This is an optimization exercise on Yosys and OpenROAD, whose aim is small area, a short achievable clock period and few clock cycles, not a production implementation. Function was checked by simulation only, so behaviour that the tests miss may differ from the original.

## design/flow/flow/run.sh

```bash
#!/bin/bash
set -euo pipefail
export SETUP_SLACK_MARGIN=8
bash standard.sh > standard_flow.log 2>&1
```

## design/flow/standard.sh

```bash
#!/bin/bash
# synth_recipe.tcl (not shown) runs the flow's synth.tcl, then flattens the netlist and writes it again
# the make line also repeats each setting of config.mk as NAME=value (left out here)
make -C /OpenROAD-flow-scripts/flow DESIGN_CONFIG=/design/flow/config.mk WORK_HOME=/design/flow/orfs CLKGATE_MAP_FILE= SYNTH_SCRIPT=/design/flow/synth_recipe.tcl "${@:-finish}"
```

## design/flow/config.mk

```make
export PLATFORM = sky130hd
export DESIGN_NAME = oberon_fpu
export DESIGN_NICKNAME = oberon_fpu
export VERILOG_FILES = /design/flow/design.v
export SDC_FILE = /design/flow/constraint.sdc
export NUM_CORES = 4
export LEC_CHECK = 0
export ABC_AREA = 1
export CAP_MARGIN = 20
export CORE_MARGIN = 2
export CORE_UTILIZATION = 40
export SLEW_MARGIN = 20
```

## design/flow/constraint.sdc

```tcl
create_clock -name core_clock -period 16.0 [get_ports {clk}]
set_input_delay 3.2000 -clock core_clock [delete_from_list [all_inputs] [get_ports {clk}]]
set_output_delay 3.2000 -clock core_clock [all_outputs]
set_load 0.01 [all_outputs]
```

## design/flow/design.v

```verilog
module oberon_fpu_add_a (
    input  wire [31:0] x,
    input  wire [31:0] y,
    input  wire        u,
    input  wire        v,
    output wire [26:0] sum,       
    output wire [7:0]  e0,        
    output wire [31:0] sp,        
    output wire        use_sp     
);
    wire        xs = x[31];
    wire        ys = y[31];
    wire [7:0]  xe = u ? 8'd150 : x[30:23];
    wire [7:0]  ye = y[30:23];
    wire [31:0] xm = {7'b0, 1'b1, x[22:0], 1'b0};
    wire [31:0] x0 = u ? {{7{x[23]}}, x[23:0], 1'b0}
                       : (xs ? (32'b0 - xm) : xm);
    wire [31:0] ym = {7'b0, (~u & ~v), y[22:0], 1'b0};
    wire [31:0] y0 = ys ? (32'b0 - ym) : ym;
    wire        ybig = (ye > xe);
    wire [7:0]  d    = ybig ? (ye - xe) : (xe - ye);
    wire [4:0]  dsat = (d > 8'd31) ? 5'd31 : d[4:0];
    assign      e0   = ybig ? ye : xe;
    wire [31:0] sh   = $signed(ybig ? x0 : y0) >>> dsat;
    wire [24:0] x3   = ybig ? sh[24:0] : x0[24:0];
    wire [24:0] y3   = ybig ? y0[24:0] : sh[24:0];
    assign sum = {xs, xs, x3} + {ys, ys, y3};
    wire xz = (x[30:0] == 31'b0);
    wire yz = (y[30:0] == 31'b0);
    assign use_sp = ~v & (xz | yz);
    assign sp     = xz ? ((u | yz) ? 32'b0 : y) : x;
endmodule
module oberon_fpu_add_b (
    input  wire [26:0] sum,
    input  wire [7:0]  e0,
    input  wire [31:0] sp,
    input  wire        use_sp,
    input  wire        v,
    output reg  [31:0] z
);
    wire        neg  = sum[26];
    wire [26:0] s    = (sum ^ {27{neg}}) + (neg ? 27'd2 : 27'd1);
    wire [25:0] t3a  = s[26:1];
    reg  [4:0]  lz;
    integer k;
    always @(*) begin
        lz = 5'd0;
        for (k = 0; k <= 24; k = k + 1)
            if (t3a[k]) lz = 5'd24 - k[4:0];
    end
    wire        big  = (s[25:2] != 24'b0);
    wire [9:0]  e1   = {2'b0, e0} + 10'd1 - (big ? {5'b0, lz} : 10'd24);
    wire [24:0] t3   = big ? (t3a[24:0] << lz) : {t3a[0], 24'b0};
    wire [31:0] flr  = {{6{sum[26]}}, sum[26:1]};
    always @(*) begin
        if (v)
            z = flr;
        else if (use_sp)
            z = sp;
        else if (t3 == 25'b0 || e1[8])
            z = 32'b0;
        else
            z = {sum[26], e1[7:0], t3[23:1]};
    end
endmodule
module oberon_fpu_bkadd #(
    parameter W  = 32,
    parameter LG = 5           
) (
    input  wire [W-1:0] a,
    input  wire [W-1:0] b,
    output wire [W-1:0] s
);
    reg [W-1:0] p, G, P;
    integer i, l;
    always @(*) begin
        p = a ^ b;
        G = a & b;
        P = p;
        for (l = 0; l < LG; l = l + 1)
            for (i = (2 << l) - 1; i < W; i = i + (2 << l)) begin
                G[i] = G[i] | (P[i] & G[i - (1 << l)]);
                P[i] = P[i] & P[i - (1 << l)];
            end
        for (l = LG - 2; l >= 0; l = l - 1)
            for (i = 3 * (1 << l) - 1; i < W; i = i + (2 << l)) begin
                G[i] = G[i] | (P[i] & G[i - (1 << l)]);
                P[i] = P[i] & P[i - (1 << l)];
            end
    end
    assign s = p ^ {G[W-2:0], 1'b0};
endmodule
module oberon_fpu (
    input  wire        clk,
    input  wire        rst,           
    input  wire        in_valid,
    output wire        in_ready,
    input  wire [2:0]  in_op,         
    input  wire        in_u,
    input  wire        in_v,
    input  wire [31:0] in_x,
    input  wire [31:0] in_y,
    output reg         out_valid,
    output reg  [31:0] out_result,
    output reg  [31:0] out_h
);
    localparam [2:0] OP_FSB = 3'd1, OP_FML = 3'd2,
                     OP_FDV = 3'd3, OP_MUL = 3'd4, OP_DIV = 3'd5;
    reg        rv;            
    reg [2:0]  op;
    reg        opu, opv;
    reg [31:0] X, Y;
    reg [3:0]  cnt;           
    reg        first;         
    reg        dneg;          
    reg        fdvr;          
    reg        ini;           
    reg        pre;           
    reg        fix1;          
    reg        fix2;          
    reg        rzr;           
    reg  is_mm, is_dd;    
    wire is_mul = (op == OP_MUL);
    wire is_fml = (op == OP_FML);
    wire is_div = (op == OP_DIV);
    wire is_fdv = (op == OP_FDV);
    reg last;
    always @(*) begin
        if (is_mul)      last = (cnt == 4'd2);
        else if (is_fml) last = (cnt == 4'd1);
        else if (is_div) last = (cnt == 4'd10);
        else if (is_fdv) last = (cnt == 4'd8);
        else             last = 1'b1;
    end
    wire run  = rv & ~pre & ~fix1 & ~fix2;           
    wire done = rv & (fix2 | (run & last & ~dneg));  
    assign in_ready = ~rv | done;
    wire accept = in_valid & in_ready;
    reg [36:0] HI;    
    reg [32:0] LO;
    wire [32:0] mM  = is_fml ? {9'b0, 1'b1, X[22:0]} : {~opu & X[31], X};
    wire [31:0] mYv = is_fml ? {8'b0, 1'b1, Y[22:0]} : Y;
    wire        mSx = is_mul & ~opu & Y[31];
    wire [36:0] mYe = {{4{mSx}}, mYv, 1'b0};
    reg  [12:0] mc;
    always @(*) begin
        if (pre)                 mc = 13'h1FFE;       
        else case (cnt[1:0])
            2'd0:    mc = mYe[12:0];
            2'd1:    mc = mYe[24:12];
            default: mc = mYe[36:24];
        endcase
    end
    wire [49:0] mH  = first ? (is_fml ? {2'b0, mM[23:0], 24'b0} : 50'b0) : {{13{HI[36]}}, HI};
    reg  [299:0] mR;      
    reg  [49:0] mN;
    reg  [34:0] row;
    reg         bneg, bone, btwo;
    integer j;
    always @(*) begin
        mN = 50'b0;
        for (j = 0; j < 6; j = j + 1) begin
            bneg = mc[2*j+2];
            bone = mc[2*j+1] ^ mc[2*j];
            btwo = (mc[2*j+2] & ~mc[2*j+1] & ~mc[2*j]) | (~mc[2*j+2] & mc[2*j+1] & mc[2*j]);
            row  = ((bone ? {{2{mM[32]}}, mM} : 35'b0) | (btwo ? {mM[32], mM, 1'b0} : 35'b0)) ^ {35{bneg}};
            mR[50*j +: 50] = {15'b0, ~row[34], row[33:0]} << (2*j);
            mN[2*j] = bneg;
        end
    end
    localparam [49:0] mK = 50'h0 - 50'h2_0000_0000_0000
                         - 50'h0_0004_0000_0000 - 50'h0_0010_0000_0000 - 50'h0_0040_0000_0000
                         - 50'h0_0100_0000_0000 - 50'h0_0400_0000_0000 - 50'h0_1000_0000_0000;
    wire [49:0] mA = {~mH[49], mH[48:0]};
    wire [49:0] s1 = mA ^ mR[49:0] ^ mR[99:50];
    wire [49:0] c1 = ((mA & mR[49:0]) | (mA & mR[99:50]) | (mR[49:0] & mR[99:50])) << 1;
    wire [49:0] s2 = mR[149:100] ^ mR[199:150] ^ mR[249:200];
    wire [49:0] c2 = ((mR[149:100] & mR[199:150]) | (mR[149:100] & mR[249:200]) | (mR[199:150] & mR[249:200])) << 1;
    wire [49:0] s3 = mR[299:250] ^ mN ^ mK;
    wire [49:0] c3 = ((mR[299:250] & mN) | (mR[299:250] & mK) | (mN & mK)) << 1;
    wire [49:0] s4 = s1 ^ c1 ^ s2;
    wire [49:0] c4 = ((s1 & c1) | (s1 & s2) | (c1 & s2)) << 1;
    wire [49:0] s5 = c2 ^ s3 ^ c3;
    wire [49:0] c5 = ((c2 & s3) | (c2 & c3) | (s3 & c3)) << 1;
    wire [49:0] s6 = s4 ^ c4 ^ s5;
    wire [49:0] c6 = ((s4 & c4) | (s4 & s5) | (c4 & s5)) << 1;
    wire [49:0] s7 = s6 ^ c6 ^ c5;
    wire [49:0] c7 = ((s6 & c6) | (s6 & c5) | (c6 & c5)) << 1;
    wire [49:0] mS;
    oberon_fpu_bkadd #(.W(50), .LG(6)) u_madd (.a(s7), .b(c7), .s(mS));
    reg  [2:0]  EXT;
    wire [31:0] dD = fdvr ? {8'b0, 1'b1, Y[22:0]} : Y;
    wire [31:0] dRi = ({1'b0, HI[31:1]} & {32{fix1}})
                    | {32{fix2 & ~rzr}}
                    | ({10'b0, 1'b1, X[22:2]} & {32{fdvr}});
    wire [32:0] dQi = fdvr ? {X[1:0], 31'b0}
                           : {(fix1 & HI[0]) | (fix2 & ~rzr), X};
    wire [31:0] dR0 = ini ? dRi : HI[31:0];
    wire [32:0] dQ0 = ini ? dQi : LO;
    wire [31:0] dwa = {dR0[30:0], dQ0[32]};
    wire [31:0] dva = dwa + ~dD + {31'b0, ~fix1};
    wire        dta = ~dva[31] & ~first;
    wire [31:0] dR1 = dta ? dva : dwa;
    wire [31:0] dwb = {dR1[30:0], dQ0[31]};
    wire [31:0] dvb = dwb - dD;
    wire [31:0] dR2 = dvb[31] ? dwb : dvb;
    wire [31:0] dwc = {dR2[30:0], dQ0[30]};
    wire [31:0] dvc = dwc - dD;
    wire [31:0] dR3 = dvc[31] ? dwc : dvc;
    wire [32:0] dQ3 = {dQ0[29:0], dta, ~dvb[31], ~dvc[31]};
    wire dskip_ok = is_div & first & ~Y[31] & (Y != 32'b0);
    wire dskip8   = dskip_ok & (X[31:9] == 23'b0);
    wire dskip5   = dskip_ok & (X[31:18] == 14'b0);
    wire [26:0] fa_sum;
    wire [7:0]  fa_e0;
    wire [31:0] fa_sp;
    wire        fa_use_sp;
    oberon_fpu_add_a u_add_a (
        .x      (X),
        .y      ((op == OP_FSB) ? (Y ^ 32'h80000000) : Y),
        .u      (opu),
        .v      (opv),
        .sum    (fa_sum),
        .e0     (fa_e0),
        .sp     (fa_sp),
        .use_sp (fa_use_sp)
    );
    wire [7:0] xe = X[30:23];
    wire [7:0] ye = Y[30:23];
    reg  [2:0] pop;
    reg        pvalid, psign, pz1, pz2, pmask;
    reg  [9:0] pE;
    reg  [9:0] nE;
    reg        nz1, nz2;
    always @(*) begin
        if (is_fml) begin
            nE  = {2'b0, xe} + {2'b0, ye} - 10'd127;
            nz1 = (xe == 8'd0) | (ye == 8'd0);
            nz2 = 1'b0;
        end else if (is_fdv) begin
            nE  = {2'b0, xe} - {2'b0, ye} + 10'd126;
            nz1 = (xe == 8'd0);
            nz2 = (ye == 8'd0);
        end else begin
            nE  = {2'b0, fa_e0};
            nz1 = fa_use_sp;
            nz2 = opv;
        end
    end
    always @(posedge clk) begin
        if (is_mm) begin
            HI <= mS[48:12];
            LO <= {mS[11:0], LO[32:12]};
        end else if (is_dd) begin
            HI <= fix2 ? {5'b0, X} : {5'b0, dR3};
            LO <= fix2 ? {1'b0, dva} : dskip8 ? {X[8:0], 24'b0} : dskip5 ? {X[17:0], 15'b0} : dQ3;
        end else begin
            HI <= {5'b0, fa_sp};
            LO <= {6'b0, fa_sum};
        end
        EXT   <= LO[11:9];
        pop   <= op;
        pE    <= nE;
        psign <= X[31] ^ Y[31];
        pz1   <= nz1;
        pz2   <= nz2;
        pmask <= fix2 & rzr;
        if (fix1) rzr <= (HI[31:0] == 32'b0);
        if (accept) begin
            op    <= in_op;
            opu   <= in_u;
            opv   <= in_v;
            X     <= in_x;
            Y     <= in_y;
            dneg  <= (in_op == OP_DIV) & ~in_u & in_x[31];
            fdvr  <= (in_op == OP_FDV);
            is_mm <= (in_op == OP_MUL) | (in_op == OP_FML);
            is_dd <= (in_op == OP_DIV) | (in_op == OP_FDV);
            pre   <= (in_op == OP_DIV) & ~in_u & in_x[31];
        end else begin
            if (pre)  X <= mS[31:0];
            if (fix1) X <= ~dva;
            if (fix1)       Y <= LO[31:0];
            pre <= 1'b0;
        end
        if (accept) begin
            cnt   <= 4'd0;
            first <= 1'b1;
            ini   <= 1'b1;
        end else if (run) begin
            cnt   <= dskip8 ? 4'd8 : dskip5 ? 4'd5 : cnt + 4'd1;
            first <= 1'b0;
            ini   <= last & dneg;
        end else if (fix1) begin
            ini   <= 1'b1;
        end
        if (rst) begin
            rv     <= 1'b0;
            fix1   <= 1'b0;
            fix2   <= 1'b0;
            pvalid <= 1'b0;
        end else begin
            if (accept)    rv <= 1'b1;
            else if (done) rv <= 1'b0;
            fix1   <= run & last & dneg;
            fix2   <= fix1;
            pvalid <= (run & last & ~dneg) | fix2;
        end
    end
    wire [31:0] fad_z;
    oberon_fpu_add_b u_add_b (
        .sum    (LO[26:0]),
        .e0     (pE[7:0]),
        .sp     (HI[31:0]),
        .use_sp (pz1),
        .v      (pz2),
        .z      (fad_z)
    );
    wire [31:0] sgn = {psign, 31'b0};
    wire        fm47 = HI[23];
    wire [23:0] fz0  = (fm47 ? {HI[22:0], LO[32]} : {HI[21:0], LO[32:31]}) + 24'd1;
    wire [9:0]  fe1  = pE + {9'b0, fm47};
    reg  [31:0] fml_out;
    always @(*) begin
        if (pz1)            fml_out = 32'b0;
        else if (!fe1[8])   fml_out = sgn | {1'b0, fe1[7:0], fz0[23:1]};
        else if (!fe1[7])   fml_out = sgn | {1'b0, 8'hFF, fz0[23:1]};
        else                fml_out = 32'b0;
    end
    wire [23:0] dq2 = LO[25] ? LO[24:1] : LO[23:0];
    wire [23:0] dq3 = dq2 + 24'd1;
    wire [9:0]  de1 = pE + {9'b0, LO[25]};
    reg  [31:0] fdv_out;
    always @(*) begin
        if (pz1)            fdv_out = 32'b0;
        else if (pz2)       fdv_out = sgn | 32'h7F800000;
        else if (!de1[8])   fdv_out = sgn | {1'b0, de1[7:0], dq3[23:1]};
        else if (!de1[7])   fdv_out = sgn | {1'b0, 8'hFF, dq2[23:1]};
        else                fdv_out = 32'b0;
    end
    always @(posedge clk) begin
        case (pop)
            OP_MUL:  out_result <= {LO[28:0], EXT};
            OP_DIV:  out_result <= LO[31:0];
            OP_FML: out_result <= fml_out;
            OP_FDV: out_result <= fdv_out;
            default: out_result <= fad_z;
        endcase
        if (pop == OP_MUL) out_h <= {HI[27:0], LO[32:29]};
        else               out_h <= pmask ? 32'b0 : HI[31:0];
        if (rst) out_valid <= 1'b0;
        else     out_valid <= pvalid;
    end
endmodule
```

==> results of run 1 <==
==> layout make-up <==
cell class,count,area (µm²)
Timing Repair inverter,9,75.1
Clock inverter,24,322
Inverter,680,2750
Sequential cell,239,5550
Multi-Input combinational cell,4522,31600
Antenna cell,17,42.5
Clock buffer,42,933
Tap cell,1265,1580
Timing Repair Buffer,546,5250
Fill cell,9630,47200
==> flip-flops by register name (all words and copies together) (netlist names), 3 cells and up <==
name,cells
HI,37
Y,32
EXT,3
X,32
cnt,4
pop,3
LO,33
out_result,32
pE,9
op,3
out_h,32
==> kinds of logic (layout without fill, tap and decap cells) <==
logic type,after synthesis,count (layout),share of synthesized area (%)
adder cells (fa/ha/maj),506,506,20.5
AO/OA/AOI/OAI,1446,1446,21.7
multiplexers,12,12,0.312
AND/OR/NAND/NOR,2101,2115,23.1
XOR/XNOR,443,443,10.1
flip-flops,239,239,14.3
other,0,17,0
buffers and inverters,992,1301,9.95
==> final timing paths <==
path         startpoint         to  slack (ps)
max                Y[6]      HI[4]        6690
min              pvalid  out_valid         410
max reg2reg        Y[6]      HI[4]        6690
min reg2reg      pvalid  out_valid         410
==> cells in the final DEF, fill, tap and decap left out, types with 62 or more instances in the layout <==
master,synthesis,routed
sky130_fd_sc_hd__nand2_1,1185,1110
sky130_fd_sc_hd__inv_1,637,599
sky130_fd_sc_hd__o21ai_0,483,405
sky130_fd_sc_hd__nand3_1,390,371
sky130_fd_sc_hd__xor2_1,369,353
sky130_fd_sc_hd__a21oi_1,375,338
sky130_fd_sc_hd__buf_4,4,333
sky130_fd_sc_hd__nor2_1,327,302
sky130_fd_sc_hd__ha_1,297,270
sky130_fd_sc_hd__o22ai_1,261,248
sky130_fd_sc_hd__fa_1,209,198
sky130_fd_sc_hd__dfxtp_1,165,148
sky130_fd_sc_hd__clkdlybuf4s50_1,0,136
sky130_fd_sc_hd__edfxtp_1,74,74
sky130_fd_sc_hd__o21ai_1,40,73
sky130_fd_sc_hd__xnor2_1,73,67
sky130_fd_sc_hd__nand2_2,11,62
==> metrics by stage <==
step | setup slack, ps
global route | 6580
global placement | 3400
detailed placement | 3280
CTS | 6980
finish | 6690
floorplan | 7810
==> critical path, delay by kind of cell, from the launching register on <==
family                     cells  cell delay [ps]
and+or+nand+nor               26             2950
xor gates and xnor gates       2              410
DFF                            1              830
AOI/OAI and AO/OA             15             2880
buffers and inverters          4              810
adders and majority gates      3             1220
==> routing by layer <==
metal	vias to the layer above	wire length [µm]	part of all wire, %
li1	20100	-	-
met1	22100	85800	37
met2	3276	93400	40
met3	887	29800	13
met4	8	22900	9.9
met5	-	68	0.029
==> repair_timing <==
action / 4_1_cts / 5_1_grt
setup endpoints to repair: 88 / 90
pin swaps: 103 / 126
setup buffers: 182 / 85
hold buffers: 0 / 0
gates cloned: 33 / 7
gates resized for setup: 374 / 262
endpoints found under the hold margin: 0 / 0
==> reports/results.txt, run 1 <==
The run finished with no timing, DRC or antenna violations. The logs give 239 for the clock sink count and 6,959 for the first-iteration detailed-routing DRC count. For the total length of routed wires, the log shows 232,000 µm. The logs give 1.12 for the global placer's final weighted congestion and 138 for the I/O pin total. After detailed routing, the number of vias per cell comes to 6.31. The post-synthesis area per instance came out at 6.72 µm². The tools report the number of cells in the finished layout apart from fillers as 7,344.

The number of global-route vias before repair came out at 43,200. For the final design instance area without fill, the log shows 48,100 µm². Along the worst hold path, the cell count comes to 2. The actual slew at the worst max-slew pin is 1170 ps. The region available for standard cell placement spans 95,300 µm². The run gives 0 as the DRC violation count after routing. The met2 global-route usage was 64.9%. Clock-pin slew was measured on the worst setup and hold paths at 60 ps. Counting every instance in the synthesized netlist gives 5,739. The detailed-router iteration count before antenna repair is 7. The run gives 41,400 µm² as the cell area after placement. The most common cell in the synthesized netlist is sky130_fd_sc_hd__nand2_1. After the last flow step, the layout net total stands at 6,612. Entering global routing, the biggest net connects 76 pins. Number of enable-type register cells in the synthesized netlist: 74. The tools report the register area share after synthesis as 14.3%. In the synthesized netlist the dominant register cell turns out to be sky130_fd_sc_hd__dfxtp_1. The number of clock buffers inserted by TritonCTS is 36.

The worst setup path is captured at a flip-flop. The number of I/O port buffers was 137. The critical path's largest stage delay was 830 ps. The clock tree synthesis step divided the H-tree into 2 levels. Counting instances in the post-synthesis netlist gives the leading cell types as 1,185 x sky130_fd_sc_hd__nand2_1, 637 x sky130_fd_sc_hd__inv_1, 483 x sky130_fd_sc_hd__o21ai_0.

The floorplan step set the die width to 314 µm. Setup violations remaining at the end of the flow were counted as 0. During synthesis, Yosys emitted a total of 3 warnings. The final core utilization is 50.5%. The worst setup path is launched from a flip-flop. The run gives 30.8 ps as the worst clock skew. The share of synthesized area in the top cell type comes to 11.5%. Dividing the detail-routed wire length by the instance count gives 31.6 µm. The total grt overflow is 0. Cell type contributing the most total cell area after synthesis: sky130_fd_sc_hd__nand2_1. Compared with the post-synthesis result, the final layout area differs by 24.8%. By area the synthesized netlist is led by sky130_fd_sc_hd__nand2_1 12%, sky130_fd_sc_hd__fa_1 11%, sky130_fd_sc_hd__ha_1 9.6%.

For the clock tree buffer depth, the log shows 3. The data required time of the critical path is 16,500 ps. Among all stages on the critical path, the largest delay is contributed by sky130_fd_sc_hd__edfxtp_1. The post-route clock period utilization is 58.2%. The first global-routing pass estimated 320,000 µm of wire.

The logs give 0 for the number of hold violations in the final report and 0 for the final count of pins violating max slew. The tools report the row count as 113. The total vias in the final route was 46,300; the number of nets with antenna violations after routing was 0. In the global route stage, met1 resource usage came out at 55.9%. Combined global-route utilization of all metal layers: 45.4%. The layer flagged by global routing as most heavily used is met2. Counting cells, the worst reg-to-reg path comes to 50. The vertical die dimension is 314 µm. The clock latency on the worst-skew pair was 640 ps; the effective utilization at floorplan was 40.4%. For the number of violations of the max-capacitance limit, the log shows 0. For the arrival time of the worst setup path, the log shows 9810 ps.

Including well taps, the total number of placed cells is 6,953. The number of antenna violations at the first check in global routing came out at 21. Clock tree synthesis selected as its root buffer the cell sky130_fd_sc_hd__clkbuf_16. TritonCTS built the clock tree. The type of the worst setup path is reg2reg.

Counting flops and latches in the post-synthesis netlist gives 239. After synthesis, the share of flip-flops with an asynchronous set or reset is 0%. In the global route stage, met3 resource usage came out at 14.3%. For the final routed database, the setup TNS stands at 0 ps. Counting distinct cell types in the post-synthesis netlist gives 69. For the area enclosed by the die boundary, the log shows 98,900 µm².

Setup repair after global routing could not meet its margin everywhere. The worst pin sits at a relative slew slack of 21.5%. Of all nets on the critical path, the largest fanout is 8.

The clock period could shrink to 9310 ps. The synthesized netlist occupies a cell area of 38,500 µm². The number of nets produced by synthesis was 6,317; the fraction of layout instances using a drive strength above 1 was 15.8%. The HPWL after detailed placement is 171,000 µm. Worst hold path class: reg2reg.

The tools report the final-layout worst hold slack as 407 ps. Static timing analysis puts the maximum clock frequency at 107 MHz.
Testbench counts, summed over its fixed seeds: cycles 19,494.
==> run 2, diff against run 1 <==
--- a/design/flow/design.v
+++ b/design/flow/design.v
@@ -101,5 +101,5 @@
     input  wire [31:0] in_x,
     input  wire [31:0] in_y,
-    output reg         out_valid,
+    output wire        out_valid,
     output reg  [31:0] out_result,
     output reg  [31:0] out_h
@@ -110,13 +110,13 @@
     reg [2:0]  op;
     reg        opu, opv;
-    reg [31:0] X, Y;
+    reg [31:0] X, Y;      
+    reg [8:0]  YSE;       
     reg [3:0]  cnt;           
     reg        first;         
     reg        dneg;          
     reg        fdvr;          
-    reg        ini;           
-    reg        pre;           
-    reg        fix1;          
-    reg        fix2;          
+    reg        pre;
+    reg        fix1;
+    reg        fix2;
     reg        rzr;           
     reg  is_mm, is_dd;    
@@ -145,5 +145,6 @@
     reg  [12:0] mc;
     always @(*) begin
-        if (pre)                 mc = 13'h1FFE;       
+        if (pre | fix2)          mc = 13'h1FFE;       
+        else if (fix1)           mc = 13'h0002;       
         else case (cnt[1:0])
             2'd0:    mc = mYe[12:0];
@@ -152,5 +153,5 @@
         endcase
     end
-    wire [49:0] mH  = first ? (is_fml ? {2'b0, mM[23:0], 24'b0} : 50'b0) : {{13{HI[36]}}, HI};
+    wire [49:0] mH  = (first | fix2) ? (is_fml ? {2'b0, mM[23:0], 24'b0} : 50'b0) : {{13{HI[36]}}, HI};
     reg  [299:0] mR;      
     reg  [49:0] mN;
@@ -168,4 +169,5 @@
             mN[2*j] = bneg;
         end
+        mN[0] = mN[0] & ~(fix2 & ~rzr);       
     end
     localparam [49:0] mK = 50'h0 - 50'h2_0000_0000_0000
@@ -190,14 +192,11 @@
     oberon_fpu_bkadd #(.W(50), .LG(6)) u_madd (.a(s7), .b(c7), .s(mS));
     reg  [2:0]  EXT;
-    wire [31:0] dD = fdvr ? {8'b0, 1'b1, Y[22:0]} : Y;
-    wire [31:0] dRi = ({1'b0, HI[31:1]} & {32{fix1}})
-                    | {32{fix2 & ~rzr}}
-                    | ({10'b0, 1'b1, X[22:2]} & {32{fdvr}});
-    wire [32:0] dQi = fdvr ? {X[1:0], 31'b0}
-                           : {(fix1 & HI[0]) | (fix2 & ~rzr), X};
-    wire [31:0] dR0 = ini ? dRi : HI[31:0];
-    wire [32:0] dQ0 = ini ? dQi : LO;
+    wire [31:0] dD  = Y;
+    wire [31:0] dRi = {10'b0, 1'b1, X[22:2]} & {32{fdvr}};
+    wire [32:0] dQi = fdvr ? {X[1:0], 31'b0} : {1'b0, X};
+    wire [31:0] dR0 = first ? dRi : HI[31:0];
+    wire [32:0] dQ0 = first ? dQi : LO;
     wire [31:0] dwa = {dR0[30:0], dQ0[32]};
-    wire [31:0] dva = dwa + ~dD + {31'b0, ~fix1};
+    wire [31:0] dva = dwa - dD;
     wire        dta = ~dva[31] & ~first;
     wire [31:0] dR1 = dta ? dva : dwa;
@@ -227,5 +226,5 @@
     );
     wire [7:0] xe = X[30:23];
-    wire [7:0] ye = Y[30:23];
+    wire [7:0] ye = YSE[7:0];
     reg  [2:0] pop;
     reg        pvalid, psign, pz1, pz2, pmask;
@@ -253,6 +252,6 @@
             LO <= {mS[11:0], LO[32:12]};
         end else if (is_dd) begin
-            HI <= fix2 ? {5'b0, X} : {5'b0, dR3};
-            LO <= fix2 ? {1'b0, dva} : dskip8 ? {X[8:0], 24'b0} : dskip5 ? {X[17:0], 15'b0} : dQ3;
+            HI <= fix2 ? {5'b0, Y} : {5'b0, dR3};
+            LO <= fix2 ? {1'b0, mS[31:0]} : dskip8 ? {X[8:0], 24'b0} : dskip5 ? {X[17:0], 15'b0} : dQ3;
         end else begin
             HI <= {5'b0, fa_sp};
@@ -262,5 +261,5 @@
         pop   <= op;
         pE    <= nE;
-        psign <= X[31] ^ Y[31];
+        psign <= X[31] ^ YSE[8];
         pz1   <= nz1;
         pz2   <= nz2;
@@ -272,5 +271,6 @@
             opv   <= in_v;
             X     <= in_x;
-            Y     <= in_y;
+            Y     <= (in_op == OP_FDV) ? {8'b0, 1'b1, in_y[22:0]} : in_y;
+            YSE   <= in_y[31:23];
             dneg  <= (in_op == OP_DIV) & ~in_u & in_x[31];
             fdvr  <= (in_op == OP_FDV);
@@ -279,7 +279,8 @@
             pre   <= (in_op == OP_DIV) & ~in_u & in_x[31];
         end else begin
-            if (pre)  X <= mS[31:0];
-            if (fix1) X <= ~dva;
-            if (fix1)       Y <= LO[31:0];
+            if (pre)                   X <= mS[31:0];
+            if (is_div & run & ~first) X <= ~Y;
+            if (fix1)                  X <= LO[31:0];
+            if (fix1)                  Y <= ~mS[31:0];
             pre <= 1'b0;
         end
@@ -287,11 +288,7 @@
             cnt   <= 4'd0;
             first <= 1'b1;
-            ini   <= 1'b1;
         end else if (run) begin
             cnt   <= dskip8 ? 4'd8 : dskip5 ? 4'd5 : cnt + 4'd1;
             first <= 1'b0;
-            ini   <= last & dneg;
-        end else if (fix1) begin
-            ini   <= 1'b1;
         end
         if (rst) begin
@@ -339,16 +336,15 @@
         else                fdv_out = 32'b0;
     end
-    always @(posedge clk) begin
+    always @(*) begin
         case (pop)
-            OP_MUL:  out_result <= {LO[28:0], EXT};
-            OP_DIV:  out_result <= LO[31:0];
-            OP_FML: out_result <= fml_out;
-            OP_FDV: out_result <= fdv_out;
-            default: out_result <= fad_z;
+            OP_MUL:  out_result = {LO[28:0], EXT};
+            OP_DIV:  out_result = LO[31:0];
+            OP_FML:  out_result = fml_out;
+            OP_FDV:  out_result = fdv_out;
+            default: out_result = fad_z;
         endcase
-        if (pop == OP_MUL) out_h <= {HI[27:0], LO[32:29]};
-        else               out_h <= pmask ? 32'b0 : HI[31:0];
-        if (rst) out_valid <= 1'b0;
-        else     out_valid <= pvalid;
+        if (pop == OP_MUL) out_h = {HI[27:0], LO[32:29]};
+        else               out_h = pmask ? 32'b0 : HI[31:0];
     end
+    assign out_valid = pvalid;
 endmodule
==> reports/results.txt, run 2 <==
The share of Yosys cell area claimed by the top area cell type was 11.0% (-0.51 points). The run gives 42.4% (-3.0 points) as the combined global-route utilization of all metal layers. For the DRC violation count after routing, the log shows 0 (unchanged).

Worst hold path class: reg2reg. The critical path is of the reg2out type. Area of the core: 93,500 µm² (-1.9%). Largest register by flop count: HI.

The run gives 0 (unchanged) as the total of endpoints with negative setup slack in the final report. The effective utilization at floorplan is 40.4% (-0.041 points), and the area enclosed by the die boundary is 96,900 µm² (-2.0%). The layout net count was 6,640 (+0.42%).

The total grt overflow is 0 (unchanged). The clock sink count was 182 (-24%); the synthesis-to-finish area growth was 28.4%. Setup repair after global routing could not meet its margin everywhere. The number of hold violations in the final report is 0 (unchanged). The tools report the startpoint type of the worst setup path as a flip-flop.

The endpoint identified for the worst register-to-register timing path is HI[23]. The buffers plus inverters on the worst setup path came out at 7 (+3). The pin count of the biggest net entering global routing is 80 (+5.3%).

The final design instance area without fill is 48,500 µm² (+0.82%). The arrival time of the worst setup path is 6090 ps (-3720 ps). The largest fanout of any net on the critical path works out to 15 (+7). The tools report the number of unique standard cell types used by synthesis as 72 (+4.3%). The tools report the number of antenna violations at the first check in global routing as 21 (unchanged). The cell type group with the largest total delay on the critical path was simple AND/OR/NAND/NOR gates.

In the post-synthesis netlist, the biggest area contributors are sky130_fd_sc_hd__fa_1 11%, sky130_fd_sc_hd__nand2_1 10%, sky130_fd_sc_hd__ha_1 9.9%. Total vias in the final route: 46,700 (+0.72%). The tools report the cell area after placement as 40,600 µm² (-2.1%). The average wire per cell in the routed design was 29.5 µm (-6.8%); the I/O pin total was 138 (unchanged). Most common cell in the netlist: sky130_fd_sc_hd__nand2_1.

The run gives 9,245 (-4.0%) as the total of fill cells in the finished design. The actual slew at the worst max-slew pin was 1410 ps (+240 ps). The clock latency on the worst-skew pair was 540 ps (-100 ps); the fraction of layout instances using a drive strength above 1 was 19.6% (+3.8 points). The warning count from the yosys run was 3 (unchanged); the number of global-route vias before repair was 43,100 (-0.20%). The vertical die dimension came out at 311 µm (-1.0%). For the count of H-tree levels built during CTS, the log shows 4 (+2).

The run gives 0 (unchanged) as the number of nets with antenna violations after routing. The maximum clock frequency is 108 MHz (+0.19%), and the post-synthesis register bit count is 182 (-24%). The register area share after synthesis is 11.8% (-2.5 points). The peak-usage layer in the global routing report was met2. Cell type contributing the most total cell area after synthesis: sky130_fd_sc_hd__fa_1.

The half-perimeter wire length after placement is 154,000 µm (-9.9%). The via-per-instance ratio came out at 6.35 (+0.68%). The run gives 24.7 ps (-6.15 ps) as the worst clock skew. The run finished with no timing, DRC or antenna violations.

The cell sitting at the root of the clock tree is a sky130_fd_sc_hd__clkbuf_16. Leaving out fill and tap cells, the most frequent cell in the layout is sky130_fd_sc_hd__nand2_1. The run gives 5,726 (-0.23%) as the gate count of the mapped netlist. The post-route clock period utilization is 58.1% (-0.11 points), and the clock transition at the registers of the reported paths is 90 ps (+30 ps). Detailed-router iteration count before antenna repair: 8 (+1). The commonest cells after synthesis are 1,039 x sky130_fd_sc_hd__nand2_1, 674 x sky130_fd_sc_hd__inv_1, 641 x sky130_fd_sc_hd__o21ai_0. The data required time of the critical path is 12,800 ps (-3700 ps), and the wire length of the first global-routing pass is 302,000 µm (-5.7%). Start point of the worst min-delay path: LO[10]. The critical path's largest stage delay is 440 ps (-390 ps).

The total length of routed wires came out at 216,000 µm (-6.7%). Critical path capture point type: a primary output. The run gives 7170 ps (+480 ps) as the minimum setup slack among reg-to-reg paths.

The final sum of negative setup slack was 0 ps (unchanged). The met2 global-route usage came out at 61.6% (-3.3 points). The number of enable-type register cells in the synthesized netlist was 83 (+12%).

The clock tree buffer depth was 2 (-1); the first-iteration detailed-routing DRC count was 6,842 (-1.7%). The tools report the endpoint of the worst hold-timing path as EXT[1].

The post-synthesis area per instance works out to 6.60 µm² (-1.8%). By instance count, the cell type seen most on the critical path is sky130_fd_sc_hd__a21oi_2. For the final count of pins violating max slew, the log shows 0 (unchanged). The worst register-to-register path begins at X[5].

The number of flip-flops under the largest register name is 37 (unchanged). Cell depth of the worst flop-to-flop path: 62 (+24%). The tools report the global routing usage on met3 as 15.2% (+0.88 points).

The tools report the cell area after synthesis as 37,800 µm² (-2.0%). The async set-or-reset flop fraction in the synthesized netlist was 0% (unchanged); the minimum clock period was 9290 ps (-17.7 ps). The run gives 112 (-0.88%) as the row count. TritonCTS built the clock tree.

For the max-slew headroom at the worst pin, the log shows 4.75% (-17 points). In the layout the commonest cells are 939 x sky130_fd_sc_hd__nand2_1, 613 x sky130_fd_sc_hd__inv_1, 551 x sky130_fd_sc_hd__o21ai_0. The tools report the number of violations of the max-capacitance limit as 0 (unchanged). Hold path depth: 0 (-2). In the final layout, the registers with the most flip-flops are HI: 37 flops, LO: 33 flops. The dominant register cell in the synthesized netlist is sky130_fd_sc_hd__dfxtp_1. The tools report the number of clock buffers inserted by TritonCTS as 17 (-53%).

The x dimension of the die came out at 311 µm (-1.0%). On the critical path, the stage with the largest delay is an instance of sky130_fd_sc_hd__dfxtp_4. The global placer's final weighted congestion was 1.04 (-6.6%).

The number of nets produced by synthesis was 6,304 (-0.21%); the fraction of met1 tracks used by global routing was 51.4% (-4.5 points). The number of I/O port buffers is 137 (unchanged).
[run 2: cell count changes in the layout (fill, tap and decap cells not counted), sizes merged, moves of 15 or more]
cell and delta:
inv +23, nand2 -156, a21oi +40, clkbuf -23, nand3 -31, clkdlybuf4s50 -31
dfxtp -66, o21ai +144, o22ai -15, a32oi -16, buf +101, a221oi -16
[run 2: timing repair]
| action | CTS | global route |
|---|---|---|
| cloned | 38 | 7 |
| pin swaps | 160 | 221 |
| buffers inserted | 235 | 105 |
| hold buffers | 0 | 0 |
| gates resized for setup | 669 | 377 |
| setup endpoints to repair | 148 | 108 |
[run 2: how the worst max path moves through the flow]
stage,to,startpoint,cells after the start
2_1_floorplan,HI[30],fdvr,65
3_3_place_gp,HI[6],first,53
3_5_place_dp,HI[6],first,53
4_1_cts,out_result[0],LO[26],37
5_1_grt,out_result[0],LO[26],37
6_report,out_result[0],LO[26],33
[run 2: stage by stage]
stage          std cells  utilization [%]  setup WS [ps]  hold slack [ps]
3_3_place_gp        6912             43.4           3830              445
2_1_floorplan       5726                -           7630              371
6_report            7347             51.9           6710              472
3_5_place_dp        6912             43.4           3730              451
5_1_grt             7331             51.8           6560              479
4_1_cts             7217             49.2           6760              467
[run 2: layer usage]
| metal | vias to the layer above | share of wire, % |
|---|---|---|
| met5 | - | 0.15 |
| met4 | 16 | 9.7 |
| met3 | 1009 | 14 |
| met2 | 3581 | 40 |
| met1 | 21900 | 36 |
| li1 | 20200 | - |
[run 2: worst reg2reg max path: cells and delay by family, from the launching register on]
family / cells / cell delay (ps)
AO/OA/AOI/OAI: 19 / 2920
XOR/XNOR: 1 / 150
adder cells (fa/ha/maj): 3 / 730
buffers and inverters: 18 / 2110
flip-flops: 1 / 540
AND/OR/NAND/NOR: 21 / 2320
[run 2: layout make-up]
cell class | count | area [µm²] | area share, %
Inverter | 714 | 2890 | 5.96
Sequential cell | 182 | 4520 | 9.31
Clock buffer | 20 | 468 | 0.965
Clock inverter | 12 | 159 | 0.328
Tap cell | 1254 | 1570 | 3.24
Timing Repair inverter | 4 | 42.5 | 0.0877
Multi-Input combinational cell | 4522 | 32600 | 67.1
Antenna cell | 18 | 45.0 | 0.0929
Timing Repair Buffer | 621 | 6260 | 12.9
[run 2: cell families after synthesis]
kind of cell               synth area share, %
and+or+nand+nor                           21.8
adders and majority gates                 20.9
xor gates and xnor gates                  10.5
muxes                                    0.212
AOI/OAI and AO/OA                         24.2
DFF                                       11.8
buffers and inverters                     10.5
Testbench counts of run 2, summed over its fixed seeds: cycles 19,486.
==> run 3, diff against run 2 <==
==> design/flow/flow/run.sh (replaced) <==
#!/bin/bash
set -euo pipefail
export SETUP_SLACK_MARGIN=6.5
bash standard.sh > standard_flow.log 2>&1
==> reports/results.txt, run 3 <==
The flow ran to the end and the layout has no timing, DRC or antenna violations. The combined global-route utilization of all metal layers came out at 39.3% (-3.1 points). Setup repair after global routing could not meet its margin everywhere. For the effective utilization at floorplan, the log shows 40.4% (unchanged). The number of antenna violations at the first check in global routing came out at 18 (-14%). The wire length of the first global-routing pass was 282,000 µm (-6.6%); the warning count from the yosys run was 3 (unchanged). By count the netlist is led by 1,039 x sky130_fd_sc_hd__nand2_1, 674 x sky130_fd_sc_hd__inv_1, 641 x sky130_fd_sc_hd__o21ai_0. The clock tree buffer depth was 2 (unchanged).

The number of enable-type register cells in the synthesized netlist works out to 83 (unchanged). Yosys attributes the largest share of cell area to sky130_fd_sc_hd__fa_1 11%, sky130_fd_sc_hd__nand2_1 10%, sky130_fd_sc_hd__ha_1 9.9%. The simple-gate portion of the synthesized area is 21.8% (unchanged), and the hold path depth is 2 (+2).

The average wire per cell in the routed design was 28.0 µm (-4.9%); the arrival time of the worst setup path was 6150 ps (+60 ps). The detailed-router iteration count before antenna repair was 7 (-1); the final count of pins violating max slew was 0 (unchanged). The cell area after synthesis was 37,800 µm² (unchanged).

The logs give 44,500 (-4.6%) for the total vias in the final route and 40,900 (-5.0%) for the number of global-route vias before repair. The tools report the clock sink count as 182 (unchanged). The maximum clock frequency is 107 MHz (-0.61%). The total grt overflow came out at 0 (unchanged). Global placer's final weighted congestion: 1.06 (+1.8%).

The actual slew at the worst max-slew pin was 1330 ps (-84.6 ps). The clock latency on the worst-skew pair came out at 550 ps (about the same). By area, the combinational part of the netlist is dominated by compound AO/OA/AOI/OAI gates. The library cell used most frequently in the layout, excluding fill and tap cells, is sky130_fd_sc_hd__nand2_1. Gate count of the mapped netlist: 5,726 (unchanged). The half-perimeter wire length after placement is 150,000 µm (-2.3%), and the total of endpoints with negative setup slack in the final report is 0 (unchanged). Among all flip-flop cells after synthesis, the most frequent one is sky130_fd_sc_hd__dfxtp_1. The max-slew headroom at the worst pin was 10.6% (+5.9 points); the cell area after placement was 40,400 µm² (-0.46%).

The largest fanout of any net on the critical path works out to 7 (-8). On the critical path the largest part of the delay comes from simple AND/OR/NAND/NOR gates. The number of I/O port buffers was 137 (unchanged); the share of Yosys cell area claimed by the top area cell type was 11.0% (unchanged). The number of unique standard cell types used by synthesis is 72 (unchanged), and the number of cells in the finished layout apart from fillers is 7,130 (-3.0%). The run gives 17 (unchanged) as the number of clock buffers inserted by TritonCTS.

The post-synthesis register bit count was 182 (unchanged). The share of the synthesized netlist area taken by xor and xnor gates is 10.5% (unchanged). The area fraction in compound gates after synthesis was 24.2% (unchanged).

The first-iteration detailed-routing DRC count was 6,516 (-4.8%). Counting stages on the worst path, the most repeated cell is sky130_fd_sc_hd__buf_12. The fraction of the mapped netlist area in adder cells was 20.9% (unchanged). The largest total area in the synthesized netlist belongs to sky130_fd_sc_hd__fa_1. The critical path in this run is classified as reg2out. The logic depth of the worst path, buffers included works out to 39 (+18%).

The area of the core is 93,500 µm² (unchanged), and the count of H-tree levels built during CTS is 4 (unchanged). The tools report the DRC violation count after routing as 0 (unchanged). The final sum of negative setup slack came out at 0 ps (unchanged).

The number of flip-flops under the largest register name works out to 37 (unchanged). Vertical die dimension: 311 µm (unchanged). The run gives 12,800 ps (about the same) as the data required time of the critical path.

The tools report the startpoint type of the worst setup path as a flip-flop. The share of synthesized area spent on multiplexers works out to 0.212% (unchanged). The number of nets produced by synthesis came out at 6,304 (unchanged).

TritonCTS built the clock tree. The register area share after synthesis was 11.8% (unchanged). The x dimension of the die came out at 311 µm (unchanged).

The minimum clock period is 9350 ps (+57.0 ps), and the final design instance area without fill is 44,100 µm² (-9.1%). The logs give 9,759 (+5.6%) for the total of fill cells in the finished design and 138 (unchanged) for the I/O pin total. The post-synthesis area per instance was 6.60 µm² (unchanged); the row count was 112 (unchanged). Number of violations of the max-capacitance limit: 0 (unchanged). Number of hold violations in the final report: 0 (unchanged). The cell depth of the worst flop-to-flop path works out to 43 (-31%). The pin count of the biggest net entering global routing is 96 (+20%). The tools report the number of nets with antenna violations after routing as 0 (unchanged).

The largest registers in the layout are HI: 37 flops, LO: 33 flops. The most common cell in the netlist is sky130_fd_sc_hd__nand2_1. The post-route clock period utilization is 58.4% (+0.36 points). The worst clock skew is 25.0 ps (+0.325 ps), and the synthesis-to-finish area growth is 16.8%. The worst setup path is captured at a primary output. The standard cell with the maximum stage delay on the critical path is sky130_fd_sc_hd__dfxtp_4. The worst hold path belongs to the class reg2reg.

The total length of routed wires came out at 200,000 µm (-7.7%). Buffers plus inverters on the worst setup path: 12 (+5). More flip-flops sit in one register than any other, and that register is HI.

The tree is rooted in a sky130_fd_sc_hd__clkbuf_16. Count of placed standard cells including taps: 6,907 (-0.072%). The via-per-instance ratio was 6.24 (-1.7%). Async set-or-reset flop fraction in the synthesized netlist: 0% (unchanged). The area enclosed by the die boundary was 96,900 µm² (unchanged); the critical path's largest stage delay was 370 ps (-70 ps). The clock transition at the registers of the reported paths works out to 90 ps (about the same). The fraction of layout instances using a drive strength above 1 was 10.9% (-8.7 points). Leaving out fill and tap cells, the most frequent cells in the layout are 1,010 x sky130_fd_sc_hd__nand2_1, 643 x sky130_fd_sc_hd__inv_1, 607 x sky130_fd_sc_hd__o21ai_0. The run gives 6,430 (-3.2%) as the layout net count.
[run 3: cell count changes in the layout (fill, tap and decap cells not counted), moves of 31 or more]
cell	delta
sky130_fd_sc_hd__buf_6	-43
sky130_fd_sc_hd__o21ai_2	-33
sky130_fd_sc_hd__nand3_1	+41
sky130_fd_sc_hd__nand2_1	+71
sky130_fd_sc_hd__nand3_2	-39
sky130_fd_sc_hd__o21ai_0	+56
sky130_fd_sc_hd__nand2_2	-45
sky130_fd_sc_hd__buf_4	-133
sky130_fd_sc_hd__a21oi_1	+31
[run 3: worst paths after layout]
kind | startpoint | end | slack [ps]
setup / recovery | LO[26] | out_result[0] | 6650
hold / removal | rzr | pmask | 490
setup reg to reg | op[1] | X[29] | 6750
hold reg to reg | rzr | pmask | 490
[run 3: logic make-up (layout without fill, tap and decap cells)]
| kind of cell | Yosys count | after routing |
|---|---|---|
| buffers and inverters | 1039 | 1172 |
| AOI/OAI and AO/OA | 1607 | 1609 |
| other | 0 | 11 |
| xor gates and xnor gates | 449 | 449 |
| DFF | 182 | 182 |
| adders and majority gates | 506 | 506 |
| and+or+nand+nor | 1935 | 1939 |
| muxes | 8 | 8 |
[run 3: per-stage QoR]
| stage | worst slack (ps) | utilization (%) | hold slack [ps] |
|---|---|---|---|
| 2_1_floorplan | 6620 | - | 371 |
| 3_3_place_gp | 2970 | 43.2 | 457 |
| 3_5_place_dp | 3200 | 43.2 | 457 |
| 4_1_cts | 6500 | 45.3 | 483 |
| 5_1_grt | 6380 | 47.2 | 511 |
| 6_report | 6650 | 47.2 | 487 |
[run 3: what timing repair did]
item / CTS / global route
setup buffers: 66 / 95
cloned: 14 / 5
hold buffers: 0 / 0
setup endpoints to repair: 113 / 103
pin swaps: 34 / 73
gates resized for setup: 211 / 265
[run 3: worst reg2reg max path, delay by kind of cell (launching register included)]
family | cells | cell delay [ps]
AO/OA/AOI/OAI | 10 | 1750
XOR/XNOR | 2 | 360
adder cells (fa/ha/maj) | 6 | 2460
buffers and inverters | 13 | 2380
flip-flops | 1 | 460
AND/OR/NAND/NOR | 12 | 1570
[run 3: area by class of cell]
class	instances	area (µm²)	area share [%]
antenna	11	27.5	0.0624
clock buffer	17	425	0.965
clock inverter	15	173	0.392
inverter	714	2810	6.37
multi-input combinational	4511	30600	69.4
sequential	182	4500	10.2
tap	1254	1570	3.56
timing repair buffer	424	3990	9.04
timing repair inverter	2	15.0	0.0340
[run 3: per-layer routing]
metal | part of all wire [%] | GRT usage [%] | vias to the layer above
li1 | - | - | 19700
met4 | 8.1 | 25.6 | 16
met5 | 0.052 | 0 | -
met3 | 13 | 13.0 | 811
met1 | 37 | 48.6 | 20900
met2 | 42 | 58.3 | 3073
==> run 4, diff against run 3 <==
--- a/design/flow/config.mk
+++ b/design/flow/config.mk
@@ -9,4 +9,4 @@
 export CAP_MARGIN = 20
 export CORE_MARGIN = 2
-export CORE_UTILIZATION = 40
+export CORE_UTILIZATION = 50
 export SLEW_MARGIN = 20
==> reports/results.txt, run 4 <==
The run finished with no timing, DRC or antenna violations. The layout net count was 6,433 (+0.047%). Detailed-router iteration count before antenna repair: 8 (+1). STA classifies the critical path endpoint as a primary output. The global routing usage on met3 is 17.3% (+4.2 points), and the minimum setup slack among reg-to-reg paths is 6680 ps (-70 ps). The layer flagged by global routing as most heavily used is met2.

Actual slew at the worst max-slew pin: 1230 ps (-95.1 ps). Clock latency on the worst-skew pair: 490 ps (-60 ps). The wire length of the first global-routing pass was 277,000 µm (-1.9%). The endpoint of the worst hold-timing path was psign. The cell depth of the worst flop-to-flop path works out to 42 (-2.3%). Endpoint of the lowest-slack register-to-register path: X[31].

The x dimension of the die works out to 279 µm (-10%). The cell type contributing the most total cell area after synthesis was sky130_fd_sc_hd__fa_1. The warning count from the yosys run is 3 (unchanged), and the effective utilization at floorplan is 50.6% (+10 points). The hold buffer count at CTS was 0 (unchanged); the clock transition at the registers of the reported paths was 90 ps (about the same).

The run gives 69.5% (+11 points) as the met2 global-route usage. The row count is 100 (-11%), and the clock sink count is 182 (unchanged). The number of nets with antenna violations after routing was 0 (unchanged).

Most common library cell in the layout ignoring fill and taps: sky130_fd_sc_hd__nand2_1. The tree is rooted in a sky130_fd_sc_hd__clkbuf_16. The slowest stage of the critical path is the sky130_fd_sc_hd__dfxtp_4 cell. More flip-flops sit in one register than any other, and that register is HI.

Worst clock skew: 18.5 ps (-6.48 ps). The number of violations of the max-capacitance limit came out at 0 (unchanged). The maximum clock frequency came out at 107 MHz (about the same). The clock tree buffer depth was 2 (unchanged); the vertical die dimension was 279 µm (-10%). The post-synthesis register bit count works out to 182 (unchanged). The tools report the start point of the worst min-delay path as YSE[8].

The critical path's largest stage delay was 390 ps (+20 ps); the first-iteration detailed-routing DRC count was 7,559 (+16%). Number of I/O port buffers: 137 (unchanged). TritonCTS built the clock tree. Ranked by total cell area, the synthesized netlist is headed by sky130_fd_sc_hd__fa_1 11%, sky130_fd_sc_hd__nand2_1 10%, sky130_fd_sc_hd__ha_1 9.9%. The run gives 74,600 µm² (-20%) as the area of the core.

The logs give 5,726 (unchanged) for the gate count of the mapped netlist and 37,800 µm² (unchanged) for the cell area after synthesis. The total length of routed wires is 195,000 µm (-2.6%). The pin count of the biggest net entering global routing is 96 (unchanged).

Number of flip-flops under the largest register name: 37 (unchanged). The largest registers in the layout are HI: 37 flops, LO: 33 flops. The fraction of met1 tracks used by global routing was 59.3% (+11 points); the number of unique standard cell types used by synthesis was 72 (unchanged). The tools report the final count of pins violating max slew as 0 (unchanged). The number of nets produced by synthesis is 6,304 (unchanged). The logs give 11.8% (unchanged) for the register area share after synthesis and 145,000 µm (-3.5%) for the half-perimeter wire length after placement.

The post-synthesis area per instance was 6.60 µm² (unchanged). The startpoint type of the worst setup path is a flip-flop. By startpoint and endpoint, the worst setup path is classified as reg2out. The max-slew headroom at the worst pin is 16.8% (+6.2 points), and the synthesis-to-finish area growth is 15.3%. The number of clock buffers inserted by TritonCTS is 17 (unchanged), and the total vias in the final route is 45,200 (+1.5%).

The count of H-tree levels built during CTS was 4 (unchanged). The tools report the data required time of the critical path as 12,800 ps (about the same). Area enclosed by the die boundary: 77,700 µm² (-20%). The async set-or-reset flop fraction in the synthesized netlist came out at 0% (unchanged). The DRC violation count after routing is 0 (unchanged). The combined global-route utilization of all metal layers came out at 48.2% (+8.9 points). The path class of the tightest hold or removal check is reg2reg. The global placer's final weighted congestion is 1.09 (+3.0%).

The average wire per cell in the routed design was 28.4 µm (+1.4%). Counting instances in the post-synthesis netlist gives the leading cell types as 1,039 x sky130_fd_sc_hd__nand2_1, 674 x sky130_fd_sc_hd__inv_1, 641 x sky130_fd_sc_hd__o21ai_0. The tools report the number of global-route vias before repair as 40,700 (-0.70%). The worst register-to-register path begins at op[1]. The total grt overflow was 0 (unchanged); the minimum clock period was 9340 ps (-5.79 ps). Fraction of layout instances using a drive strength above 1: 10.5% (-0.40 points).

Setup repair after global routing left no endpoint under its margin. The tools report the arrival time of the worst setup path as 6140 ps (about the same). In the layout the commonest cells are 1,013 x sky130_fd_sc_hd__nand2_1, 650 x sky130_fd_sc_hd__inv_1, 613 x sky130_fd_sc_hd__o21ai_0.

The post-route clock period utilization was 58.4% (about the same). The hold path depth works out to 1 (-1). The final sum of negative setup slack was 0 ps (unchanged); the number of enable-type register cells in the synthesized netlist was 83 (unchanged).

The logs give 22 (+4) for the number of antenna violations at the first check in global routing and 0 (unchanged) for the total of endpoints with negative setup slack in the final report. The number of hold violations in the final report is 0 (unchanged), and the via-per-instance ratio is 6.60 (+5.7%). The dominant register cell in the synthesized netlist is sky130_fd_sc_hd__dfxtp_1. The run gives 6,616 (-4.2%) as the count of placed standard cells including taps. The number of cells in the finished layout apart from fillers came out at 6,852 (-3.9%). The I/O pin total is 138 (unchanged). The most common cell in the netlist is sky130_fd_sc_hd__nand2_1.

The largest fanout of any net on the critical path works out to 18 (+11). The share of Yosys cell area claimed by the top area cell type is 11.0% (unchanged).
[run 4: cell counts after synthesis]
Identical to the previous run, type by type.
[run 4: critical path: cells and delay by family (launching register included)]
family | cells | cell delay (ps)
XOR/XNOR | 2 | 370
adder cells (fa/ha/maj) | 3 | 880
AND/OR/NAND/NOR | 17 | 1990
buffers and inverters | 10 | 1350
AO/OA/AOI/OAI | 4 | 630
flip-flops | 1 | 390
[run 4: repair_timing]
action | CTS | global route
endpoints found under the hold margin | 0 | 0
endpoints found under the setup margin | 133 | 96
buffers inserted | 60 | 108
pin swaps | 35 | 61
resized for setup | 197 | 199
gates cloned | 16 | 5
[run 4: layout make-up]
type	count	area (µm²)
antenna	15	37.5
fill	7456	31000
clock buffer	21	460
sequential	182	4500
clock inverter	11	114
multi-input combinational	4515	30500
tap	969	1210
timing repair buffer	422	3870
timing repair inverter	3	26.3
inverter	714	2800
[run 4: logic make-up after synthesis]
family / after synthesis / synth area share, %
AND/OR/NAND/NOR: 1935 / 21.8
AO/OA/AOI/OAI: 1607 / 24.2
buffers and inverters: 1039 / 10.5
adder cells (fa/ha/maj): 506 / 20.9
XOR/XNOR: 449 / 10.5
flip-flops: 182 / 11.8
multiplexers: 8 / 0.212
[run 4: worst max path at each step]
stage,to,start,cells past startpoint,slack [ps]
6_report,out_result[22],LO[26],36,6660
5_1_grt,HI[0],fdvr,61,6340
4_1_cts,out_result[16],LO[26],38,6510
3_5_place_dp,HI[1],X[3],58,3320
3_3_place_gp,HI[2],first,57,3070
2_1_floorplan,HI[11],HI[23],64,6620
[run 4: routing by layer]
| metal | vias to the layer above | wire (µm) |
|---|---|---|
| met5 | - | 83 |
| met4 | 8 | 18000 |
| met3 | 940 | 28100 |
| met2 | 3534 | 78700 |
| met1 | 21000 | 69700 |
| li1 | 19700 | - |
[run 4: through the flow]
| stage | cell area (µm²) | setup WS, ps | util (%) | hold WS [ps] |
|---|---|---|---|---|
| 6_report | 43600 | 6660 | 58.4 | 444 |
| 5_1_grt | 43500 | 6340 | 58.4 | 483 |
| 4_1_cts | 41800 | 6510 | 56.0 | 443 |
| 3_5_place_dp | 40000 | 3320 | 53.6 | 429 |
| 3_3_place_gp | 39900 | 3070 | 53.6 | 428 |
| 2_1_floorplan | 37800 | 6620 | - | 371 |
==> run 5, diff against run 4 <==
==> design/flow/run.sh (new file) <==
#!/bin/bash
# synth_recipe.tcl (not shown) runs the flow's synth.tcl, then flattens the netlist and writes it again
# the make line also repeats each setting of config.mk as NAME=value (left out here)
make -C /OpenROAD-flow-scripts/flow DESIGN_CONFIG=/design/flow/config.mk WORK_HOME=/design/flow/orfs CLKGATE_MAP_FILE= SYNTH_SCRIPT=/design/flow/synth_recipe.tcl finish
--- a/design/flow/config.mk
+++ b/design/flow/config.mk
@@ -9,4 +9,5 @@
 export CAP_MARGIN = 20
 export CORE_MARGIN = 2
-export CORE_UTILIZATION = 50
+export CORE_UTILIZATION = 40
+export SETUP_SLACK_MARGIN = 5
 export SLEW_MARGIN = 20
removed: design/flow/flow/run.sh
removed: design/flow/standard.sh
==> reports/results.txt, run 5 <==
The run finished with no timing, DRC or antenna violations. The path class of the tightest hold or removal check is reg2reg. The number of unique standard cell types used by synthesis is 72 (unchanged).

The run gives 11.8% (unchanged) as the register area share after synthesis. The clock sink count is 182 (unchanged). The most frequent cell on the critical path was sky130_fd_sc_hd__nand2_1. Ranked by flip-flop count, first place goes to HI. Ranked by total cell area, the synthesized netlist is headed by sky130_fd_sc_hd__fa_1 11%, sky130_fd_sc_hd__nand2_1 10%, sky130_fd_sc_hd__ha_1 9.9%. The largest registers in the layout are HI: 37 flops, LO: 33 flops. The number of I/O port buffers came out at 137 (unchanged). The tools report the final count of pins violating max slew as 0 (unchanged). The run gives 8 (unchanged) as the detailed-router iteration count before antenna repair. The combined global-route utilization of all metal layers was 38.7% (-9.5 points); the vertical die dimension was 311 µm (+12%). The x dimension of the die is 311 µm (+12%). The worst setup path is captured at a flip-flop.

Setup repair after global routing could not meet its margin everywhere. The total length of routed wires is 195,000 µm (+0.32%). Critical path's largest stage delay: 520 ps (+130 ps). The clock transition at the registers of the reported paths is 90 ps (about the same), and the number of hold violations in the final report is 0 (unchanged). TritonCTS built the clock tree.

For the number of nets with antenna violations after routing, the log shows 0 (unchanged). The tools report the worst clock skew as 17.4 ps (-1.18 ps). The run gives 41,600 µm² (-4.6%) as the final design instance area without fill.

The arrival time of the worst setup path came out at 10,850 ps (+4710 ps). The startpoint type of the worst setup path is a flip-flop. Maximum clock frequency: 95.7 MHz (-11%). The gate count of the mapped netlist is 5,726 (unchanged), and the cell area after placement is 40,400 µm² (+0.98%). The via-per-instance ratio works out to 6.20 (-6.0%).

The most common library cell in the layout ignoring fill and taps was sky130_fd_sc_hd__nand2_1. The critical path is of the reg2reg type. The run gives 6,275 (-2.5%) as the layout net count. The end point of the critical path was HI[2]. The DRC violation count after routing is 0 (unchanged), and the max-slew headroom at the worst pin is 8.83% (-8.0 points).

The tools report the final sum of negative setup slack as 0 ps (unchanged). Area of the core: 93,500 µm² (+25%). The worst register-to-register path begins at fdvr.

The area enclosed by the die boundary came out at 96,900 µm² (+25%). Average wire per cell in the routed design: 28.0 µm (-1.4%). The minimum clock period is 10,450 ps (+1110 ps), and the total vias in the final route is 43,300 (-4.3%). Cell type contributing the most total cell area after synthesis: sky130_fd_sc_hd__fa_1.

The critical path starts at fdvr. For the hold buffer count at CTS, the log shows 0 (unchanged). The endpoint identified for the worst register-to-register timing path is HI[2]. The number of antenna violations at the first check in global routing was 17 (-23%). The cell depth of the worst flop-to-flop path is 61 (+45%), and the actual slew at the worst max-slew pin is 1350 ps (+119 ps).

The number of enable-type register cells in the synthesized netlist works out to 83 (unchanged). The tools report the I/O pin total as 138 (unchanged). The async set-or-reset flop fraction in the synthesized netlist is 0% (unchanged). The post-synthesis area per instance works out to 6.60 µm² (unchanged). The run gives 16,400 ps (+3600 ps) as the data required time of the critical path. The run gives 9,952 (+33%) as the total of fill cells in the finished design. The first-iteration detailed-routing DRC count was 6,570 (-13%); the pin count of the biggest net entering global routing was 96 (unchanged).

The number of flip-flops under the largest register name came out at 37 (unchanged). The most common cell in the netlist was sky130_fd_sc_hd__nand2_1. The share of Yosys cell area claimed by the top area cell type works out to 11.0% (unchanged). The clock latency on the worst-skew pair was 540 ps (+50 ps). The post-synthesis register bit count came out at 182 (unchanged). For this design, the slowest cell found on the critical path is sky130_fd_sc_hd__edfxtp_1. The run gives 277,000 µm (+0.31%) as the wire length of the first global-routing pass. The tree is rooted in a sky130_fd_sc_hd__clkbuf_16. The count of H-tree levels built during CTS was 4 (unchanged).

The number of violations of the max-capacitance limit was 0 (unchanged); the warning count from the yosys run was 3 (unchanged). The synthesis-to-finish area growth is 10.0%, and the post-route clock period utilization is 65.3% (+6.9 points). For the number of global-route vias before repair, the log shows 40,200 (-1.1%). For this run, the leading register cell type out of synthesis is sky130_fd_sc_hd__dfxtp_1.

The tools report the clock tree buffer depth as 2 (unchanged). The largest fanout of any net on the critical path is 34 (+16). In the layout the commonest cells are 1,033 x sky130_fd_sc_hd__nand2_1, 664 x sky130_fd_sc_hd__inv_1, 630 x sky130_fd_sc_hd__o21ai_0.

The tools report the total grt overflow as 0 (unchanged). Fraction of layout instances using a drive strength above 1: 5.43% (-5.0 points). The half-perimeter wire length after placement is 150,000 µm (+3.6%).

The commonest cells after synthesis are 1,039 x sky130_fd_sc_hd__nand2_1, 674 x sky130_fd_sc_hd__inv_1, 641 x sky130_fd_sc_hd__o21ai_0. The run gives 6,304 (unchanged) as the number of nets produced by synthesis. The number of clock buffers inserted by TritonCTS is 17 (unchanged), and the cell area after synthesis is 37,800 µm² (unchanged). The total of endpoints with negative setup slack in the final report is 0 (unchanged), and the effective utilization at floorplan is 40.4% (-10 points). The global placer's final weighted congestion was 1.06 (-2.9%); the row count was 112 (+12%). The run gives 5550 ps (-1130 ps) as the minimum setup slack among reg-to-reg paths. The hold path depth is 2 (+1).
-- run 5: per-layer routing --
layer	up-vias	track usage [%]	wire length [µm]
met5	-	0	80
met4	10	24.5	15300
met3	719	12.5	24500
met2	2829	57.7	81800
met1	20300	48.1	73700
li1	19400	-	-
-- run 5: timing repair --
item                                    in CTS  in global routing
resized for setup                           29                 63
pin swaps                                    2                  4
setup buffers                               11                  8
gates cloned                                 2                  4
endpoints found under the setup margin      66                 80
-- run 5: worst max-delay path, delay by kind of cell, from the launching register on --
| family | cells | cell delay [ps] |
|---|---|---|
| compound gates | 23 | 3950 |
| xor+xnor | 1 | 170 |
| fa+ha+maj | 3 | 1110 |
| buf+inv | 10 | 1550 |
| flops | 1 | 520 |
| simple gates | 24 | 2970 |
-- run 5: per-stage QoR --
step	setup WS [ps]	std cells	hold WS, ps	util (%)
2_1_floorplan	6620	5726	371	-
3_3_place_gp	2970	6906	457	43.2
3_5_place_dp	3200	6907	457	43.2
4_1_cts	5000	6952	483	44.1
5_1_grt	4910	6965	511	44.4
6_report	5550	6974	491	44.5
-- run 5: layout make-up --
cell class,instances,area [µm²],area share [%]
Antenna cell,10,25.0,0.0602
Clock buffer,17,425,1.02
Clock inverter,15,173,0.416
Inverter,714,2720,6.55
Multi-Input combinational cell,4508,29700,71.4
Sequential cell,182,4490,10.8
Tap cell,1254,1570,3.78
Timing Repair Buffer,274,2490,6.00
-- run 5: how the worst min path moves through the flow --
stage	from	endpoint	slack, ps
detailed placement	rzr	pmask	460
floorplan	op[1]	pop[1]	370
finish	rzr	pmask	490
global route	LO[10]	EXT[1]	510
CTS	rzr	pmask	480
global placement	rzr	pmask	460
-- run 5: cells by family (layout without fill, tap and decap cells) --
group,count (synthesis),count (layout),synth area share [%]
mux,8,8,0.212
compound gates,1607,1608,24.2
xor+xnor,449,449,10.5
flops,182,182,11.8
fa+ha+maj,506,506,20.9
other cells,0,10,0
simple gates,1935,1937,21.8
buf+inv,1039,1020,10.5

what the ideal ports hide:
The flow's constraints put no driver on any port. The routed layouts listed below were extracted and timed again, unchanged, in two steps.
Step 1: set_driving_cell puts a clkbuf_16 on clk and a buf_2 on each other input, an assumption about the parent block.
Step 2 adds t to the input delays and takes it off the output delays; t is the mean of the earliest and latest rising clock arrival at the registers after step 1. Input paths then give back, and output paths get back, about the clock's delay inside the block.
a / b / c = ideal ports / drivers / drivers and shift; a / b = the first two.
run | t, ns | slack for setup (ns) | cell pins on the clock port's net
run 1 | 0.688 | 6.690 / 6.690 / 6.690 | 1
run 2 | 0.603 | 6.707 / 6.631 / 7.167 | 1
run 3 | 0.606 | 6.650 / 6.580 / 6.751 | 1
run 4 | 0.553 | 6.656 / 6.588 / 6.680 | 1
run 5 | 0.599 | 5.546 / 5.525 / 5.546 | 1
After both steps setup and hold are still met in every run listed.
